From an optimization exercise on the open Yosys and OpenROAD flow, aimed at a short achievable clock period and few clock cycles; shortcuts taken in it are not production practice.
Function not checked in this run: the RTL went through the layout flow alone.
Power and IR drop assume default switching activity.

[flow/config.mk]
export PLATFORM = sky130hd
export DESIGN_NAME = flz_decomp
export DESIGN_NICKNAME = flz_decomp
export VERILOG_FILES = /design/flow/design.v
export SDC_FILE = /design/flow/constraint.sdc
export NUM_CORES = 4
export LEC_CHECK = 0
export CAP_MARGIN = 20
export CORE_MARGIN = 2
export CORE_UTILIZATION = 40
export SLEW_MARGIN = 20
[flow/constraint.sdc]
create_clock -name core_clock -period 6.0 [get_ports {clk}]
set_input_delay 1.2000 -clock core_clock [delete_from_list [all_inputs] [get_ports {clk}]]
set_output_delay 1.2000 -clock core_clock [all_outputs]
set_load 0.01 [all_outputs]
[flow/design.v]
module flz_decomp (
    input  wire        clk,
    input  wire        rst,         
    input  wire        start,
    input  wire        abort,
    input  wire [15:0] in_off,
    input  wire [15:0] in_len,
    output wire [15:0] in_addr,
    input  wire [7:0]  in_rdata,
    output wire        out_we,
    output wire [14:0] out_waddr,
    output wire [7:0]  out_wdata,
    output wire [14:0] out_raddr,
    input  wire [7:0]  out_rdata,
    output wire [1:0]  st,
    output reg  [1:0]  err,
    output reg  [2:0]  cause,
    output reg  [15:0] op
);
    localparam [1:0] ST_IDLE = 2'd0, ST_RUN = 2'd1, ST_DONE = 2'd2, ST_FAULT = 2'd3;
    localparam [1:0] E_NONE = 2'd0, E_UNSUPPORTED = 2'd1, E_CORRUPT = 2'd2;
    localparam [2:0] C_NONE = 3'd0, C_LEVEL = 3'd1, C_TRUNC_HDR = 3'd2, C_TRUNC_LIT = 3'd3,
                     C_TRUNC_MATCH = 3'd4, C_UNDERFLOW = 3'd5, C_OVERFLOW_LIT = 3'd6,
                     C_OVERFLOW_MATCH = 3'd7;
    localparam [17:0] MAX_OUT = 18'd32768;
    localparam [3:0] S_IDLE     = 4'd0,
                     S_DONE     = 4'd1,
                     S_FAULT    = 4'd2,
                     S_CTRL_REQ = 4'd3,    
                     S_CTRL     = 4'd4,    
                     S_EXT_REQ  = 4'd5,
                     S_EXT      = 4'd6,    
                     S_OFS_REQ  = 4'd7,
                     S_OFS      = 4'd8,    
                     S_LIT_REQ  = 4'd9,
                     S_LIT_WR   = 4'd10,   
                     S_CPY_REQ  = 4'd11,
                     S_CPY_WR   = 4'd12;   
    reg [3:0]  state;
    reg [16:0] ip;         
    reg [16:0] in_end;     
    reg        first;      
    reg [8:0]  cnt;        
    reg [8:0]  mlen;       
    reg [4:0]  ofs_hi;     
    reg [13:0] mdist;       
    assign st = (state == S_IDLE)  ? ST_IDLE :
                (state == S_DONE)  ? ST_DONE :
                (state == S_FAULT) ? ST_FAULT : ST_RUN;
    assign in_addr   = ip[15:0];
    assign out_waddr = op[14:0];
    assign out_raddr = op[14:0] - {1'b0, mdist};
    assign out_we    = (state == S_LIT_WR) || (state == S_CPY_WR);
    assign out_wdata = (state == S_LIT_WR) ? in_rdata : out_rdata;
    wire [7:0]  ctrl      = in_rdata;
    wire [5:0]  run       = {1'b0, ctrl[4:0]} + 6'd1;
    wire [17:0] ip_next   = {1'b0, ip} + 18'd1;           
    wire [17:0] lit_need  = ip_next + {12'd0, run};
    wire [17:0] op_lit    = {2'b0, op} + {12'd0, run};
    wire [13:0] ofs_dist  = {1'b0, ofs_hi, in_rdata} + 14'd1;
    wire [17:0] op_match  = {2'b0, op} + {9'd0, mlen};
    task automatic fault(input [1:0] e, input [2:0] c);
        begin
            err   <= e;
            cause <= c;
            state <= S_FAULT;
        end
    endtask
    always @(posedge clk) begin
        if (rst) begin
            state <= S_IDLE;
            err   <= E_NONE;
            cause <= C_NONE;
            op    <= 16'd0;
            ip    <= 17'd0;
            first <= 1'b0;
            mdist <= 14'd0;
        end else if (abort) begin
            state <= S_IDLE;
            err   <= E_NONE;
            cause <= C_NONE;
        end else begin
            case (state)
                S_IDLE, S_DONE, S_FAULT: begin
                    if (start) begin
                        ip     <= {1'b0, in_off};
                        in_end <= {1'b0, in_off} + {1'b0, in_len};
                        op     <= 16'd0;
                        first  <= 1'b1;
                        err    <= E_NONE;
                        cause  <= C_NONE;
                        state  <= S_CTRL_REQ;
                    end
                end
                S_CTRL_REQ: begin
                    if (ip == in_end) begin
                        if (first) fault(E_CORRUPT, C_TRUNC_HDR);
                        else       state <= S_DONE;
                    end else begin
                        state <= S_CTRL;
                    end
                end
                S_CTRL: begin
                    if (first && ctrl[7:5] != 3'd0) begin
                        fault(E_UNSUPPORTED, C_LEVEL);
                    end else begin
                        first <= 1'b0;
                        if (ctrl[7:5] == 3'd0) begin
                            if (lit_need > {1'b0, in_end})
                                fault(E_CORRUPT, C_TRUNC_LIT);
                            else if (op_lit > MAX_OUT)
                                fault(E_CORRUPT, C_OVERFLOW_LIT);
                            else begin
                                ip    <= ip_next[16:0];
                                cnt   <= {3'd0, run};
                                state <= S_LIT_REQ;
                            end
                        end else if (ctrl[7:5] != 3'd7) begin
                            if (ip_next + 18'd1 > {1'b0, in_end})
                                fault(E_CORRUPT, C_TRUNC_MATCH);
                            else begin
                                ip     <= ip_next[16:0];
                                mlen   <= {6'd0, ctrl[7:5]} + 9'd2;
                                ofs_hi <= ctrl[4:0];
                                state  <= S_OFS_REQ;
                            end
                        end else begin
                            if (ip_next + 18'd2 > {1'b0, in_end})
                                fault(E_CORRUPT, C_TRUNC_MATCH);
                            else begin
                                ip     <= ip_next[16:0];
                                ofs_hi <= ctrl[4:0];
                                state  <= S_EXT_REQ;
                            end
                        end
                    end
                end
                S_EXT_REQ: state <= S_EXT;
                S_EXT: begin
                    mlen  <= {1'b0, in_rdata} + 9'd9;
                    ip    <= ip + 17'd1;
                    state <= S_OFS_REQ;
                end
                S_OFS_REQ: state <= S_OFS;
                S_OFS: begin
                    ip <= ip + 17'd1;
                    if ({2'b0, ofs_dist} > op)
                        fault(E_CORRUPT, C_UNDERFLOW);
                    else if (op_match > MAX_OUT)
                        fault(E_CORRUPT, C_OVERFLOW_MATCH);
                    else begin
                        mdist  <= ofs_dist;
                        cnt   <= mlen;
                        state <= S_CPY_REQ;
                    end
                end
                S_LIT_REQ: state <= S_LIT_WR;
                S_LIT_WR: begin
                    ip  <= ip + 17'd1;
                    op  <= op + 16'd1;
                    cnt <= cnt - 9'd1;
                    state <= (cnt == 9'd1) ? S_CTRL_REQ : S_LIT_REQ;
                end
                S_CPY_REQ: state <= S_CPY_WR;
                S_CPY_WR: begin
                    op  <= op + 16'd1;
                    cnt <= cnt - 9'd1;
                    state <= (cnt == 9'd1) ? S_CTRL_REQ : S_CPY_REQ;
                end
                default: state <= S_IDLE;
            endcase
        end
    end
endmodule
[flow/run.sh]
#!/bin/bash
# synth_recipe.tcl (not shown) runs the flow's synth.tcl, then flattens the netlist and writes it again
# the make line also repeats each setting of config.mk as NAME=value (left out here)
make -C /OpenROAD-flow-scripts/flow DESIGN_CONFIG=/design/flow/config.mk WORK_HOME=/design/flow/orfs CLKGATE_MAP_FILE= SYNTH_SCRIPT=/design/flow/synth_recipe.tcl finish
==> notes.md <==
==> registers in the layout, indices dropped and copies added, names as in the netlist, 3 cells and up <==
signal,count
ip,17
cnt,9
in_end,17
mlen,9
state,4
cause,3
op,16
mdist,14
ofs_hi,5
==> metrics by stage <==
| step | instances | TNS (ps) | setup WS, ps |
|---|---|---|---|
| final | 1776 | 0 | 313 |
| after CTS | 1772 | 0 | 240 |
| after floorplan | 1311 | 0 | 560 |
| after global placement | 1756 | 0 | 29.3 |
| after global routing | 1776 | 0 | 44.8 |
| after detailed placement | 1756 | -973 | -117 |
==> worst max-delay path, delay by kind of cell, from the launching register on <==
family | cells | cell delay [ps]
compound gates | 6 | 1090
flops | 1 | 460
buf+inv | 1 | 230
fa+ha+maj | 2 | 560
mux | 1 | 210
xor+xnor | 1 | 110
simple gates | 10 | 2890
==> path summary, 6_finish.rpt <==
| path | endpoint | slack, ps | cells past startpoint |
|---|---|---|---|
| setup / recovery | ip[16] | 310 | 21 |
| setup reg to reg | ip[16] | 310 | 21 |
| hold reg to reg | cause[0] | 470 | 2 |
| hold / removal | cause[0] | 470 | 2 |
==> layout by cell type (no fill, tap or decap), types with 46 or more instances in the layout <==
master,n
a21oi_1,57
xnor2_1,90
ha_1,124
xor2_1,46
inv_1,90
clkdlybuf4s50_1,129
nand2_1,93
dfxtp_1,57
buf_4,62
o21ai_0,70
nor2_1,140
==> Yosys cell counts (29+ instances only) <==
master,instances,area (um2)
nor2_1,140,526
ha_1,124,1550
nand2_1,93,349
xnor2_1,91,797
inv_1,90,338
o21ai_0,72,360
a21oi_1,57,285
dfxtp_1,57,1140
xor2_1,46,403
edfxtp_1,40,1200
buf_4,39,293
nor3_1,34,170
nand3_1,31,155
mux2i_1,29,290
==> what timing repair did <==
| action | CTS | global route |
|---|---|---|
| gates resized for setup | 0 | 5 |
| setup endpoints to repair | 0 | 25 |
| buffers inserted | 0 | 4 |
==> cells by family after synthesis <==
logic type | after synthesis | share of synthesized area, %
flip-flops | 97 | 21.8
AO/OA/AOI/OAI | 282 | 18.1
XOR/XNOR | 140 | 11.6
adder cells (fa/ha/maj) | 131 | 15.6
buffers and inverters | 170 | 7.63
AND/OR/NAND/NOR | 454 | 21.6
multiplexers | 37 | 3.55
==> power groups by stage <==
stage / sequential [mW] / combinational [mW] / clock [mW]
2_1_floorplan: 0.730 / 0.294 / 0
3_3_place_gp: 0.742 / 0.441 / 0
3_5_place_dp: 0.743 / 0.447 / 0
4_1_cts: 0.728 / 0.450 / 0.572
5_1_grt: 0.730 / 0.500 / 0.598
6_report: 0.728 / 0.455 / 0.563
==> metal layers <==
layer / up-vias / track usage [%]
li1: 4945 / -
met1: 4729 / 29.7
met2: 321 / 42.7
met3: 62 / 3.73
met4: 2 / 8.24
met5: - / 0
==> layout make-up <==
type	instances	area, um2
clock buffer	10	230
clock inverter	6	42.5
fill	2562	13500
inverter	92	345
multi-input combinational	1044	7580
sequential	97	2340
tap	335	419
timing repair buffer	192	1780
==> reports/results.txt <==
worst hold path class: reg2reg
max cap viols: 0
internal power: 1.20 mW
crit path max fanout: 7
die width: 168 um
fraction of layout cells with a size suffix above 1: 9.30%
yosys warns: 1
hold buffers post-CTS: 0
Area after DPL: 12,400 um2
Die Area: 28,100 um2
asr flop ratio synth: 0%
Final nets: 1,617
Syn Area/Cell: 8.18 um2
H-tree depth: 3
worst skew pair latency: 360 ps
routed via count: 10,100
Max-slew headroom: 30.2%
Max stage delay on crit path: 560 ps
total power: 1.75 mW
Mapped Cells: 1,311
peak supply drop: 0.134 mV
status: no timing/DRC/antenna violations
Logic pwr share: 26.1%
Longest Clk Path Bufs: 2
Mapped Area: 10,700 um2
critical path startpoint category: flop
crit-path cells: ha_1, nand3_2, or4_4, o22ai_2, o21ai_2, or3_4, or2_2, nor3_1, xnor2_1, ha_1, nand4_1, nor2_1, nand4b_1, a211oi_1, o21ai_0, o21ai_0, a221o_1, and3b_2, buf_4, mux2i_1, nor2_1
Leakage Power: 4.99 nW
dpl hpwl: 27.5 mm
Worst EP arrival: 5920 ps
sw power: 0.544 mW
final setup violation count: 0
Yosys reg bits: 97
Clk pwr share: 32.2%
Overall Global Routing Usage: 24.1%
GPL Wtd Cong: 0.913
actual slew at the worst max-slew pin: 1050 ps
TritonCTS clock tree: done
clock sinks: 97
switching share of total power: 31.1%
DR WL met3: 1.71 mm
Setup Crit Path Kind: reg2reg
FMAX: 176 MHz
DRC: 0
Crit. End Element: flop
Setup Skew: 7.78 ps
Final min period: 5690 ps
max layer used: met5
cell with the largest stage delay on the worst path: or4_4
CP startpoint: ip[1]
vias in the first global route: 9,742
core area: 26,200 um2
pin count of the biggest net entering global routing: 36
top_reg_cell synth: dfxtp_1
max-slew violations: 0
Initial Util: 40.9%
RSZ-0062 raised after global routing: no
WP data required: 6230 ps
launch point of the worst hold path: cause[0]
met1 WL: 14.8 mm
Area Overhead vs Synth: 18.8%
CTS Buf Count: 9
register share of total power: 41.7%
I/O Buffers: 129
WL per Instance: 19.3 um
Worst-path clk slew: 70 ps
Antenna Cells: 0
Overflow after GRT: 0
register area share after synthesis: 21.8%
met2 wire length: 16.7 mm
root buf cell: clkbuf_16
Hold Worst Slack: 468 ps
period utilisation layout: 94.8%
Boundary Pins: 130
drt total wl: 34.2 mm
vias per cell: 5.66
Post-Layout Inst Area: 12,700 um2
Crit Reg-Reg Startpoint: ip[1]
antenna viol nets, final: 0
drt pass-1 iters: 5
Power Dens Cells: 137 nW/um2
Synth cell types: 90
# rows: 59
final core occ: 48.6%
Iteration-0 DRC Markers: 791
final number of hold-violating endpoints: 0
first-pass GRT wire length: 53.3 mm
Post-synth EDFFs: 40
Die H: 168 um
initial antenna violation count: 1
Post-Syn Nets: 1,492

==> separate check: timing with driven ports <==
Ports are ideal in the flow. The routed layout listed here was re-timed in OpenROAD. Step 1, drivers: a clkbuf_16 drives clk and a buf_2 each remaining input, both assumed. Step 2, shift: input delay + t, output delay - t, t = (earliest + latest rising clock arrival at the registers) / 2. This alone moves slack from input paths to output paths. Slacks: ideal / step 1 / step 2; pairs: ideal / step 1.
shift t [ns]: 0.407
setup slack, ns: 0.313 / 0.313 / -0.070
hold WS [ns]: 0.468 / 0.468 / 0.468
slew at the worst register clock pin (ns): 0.07 / 0.07
Met with ideal ports but missed after step 2: setup timing in this run. The setup slack of this run moves by 0.000 ns with the drivers and by -0.383 ns with both steps.
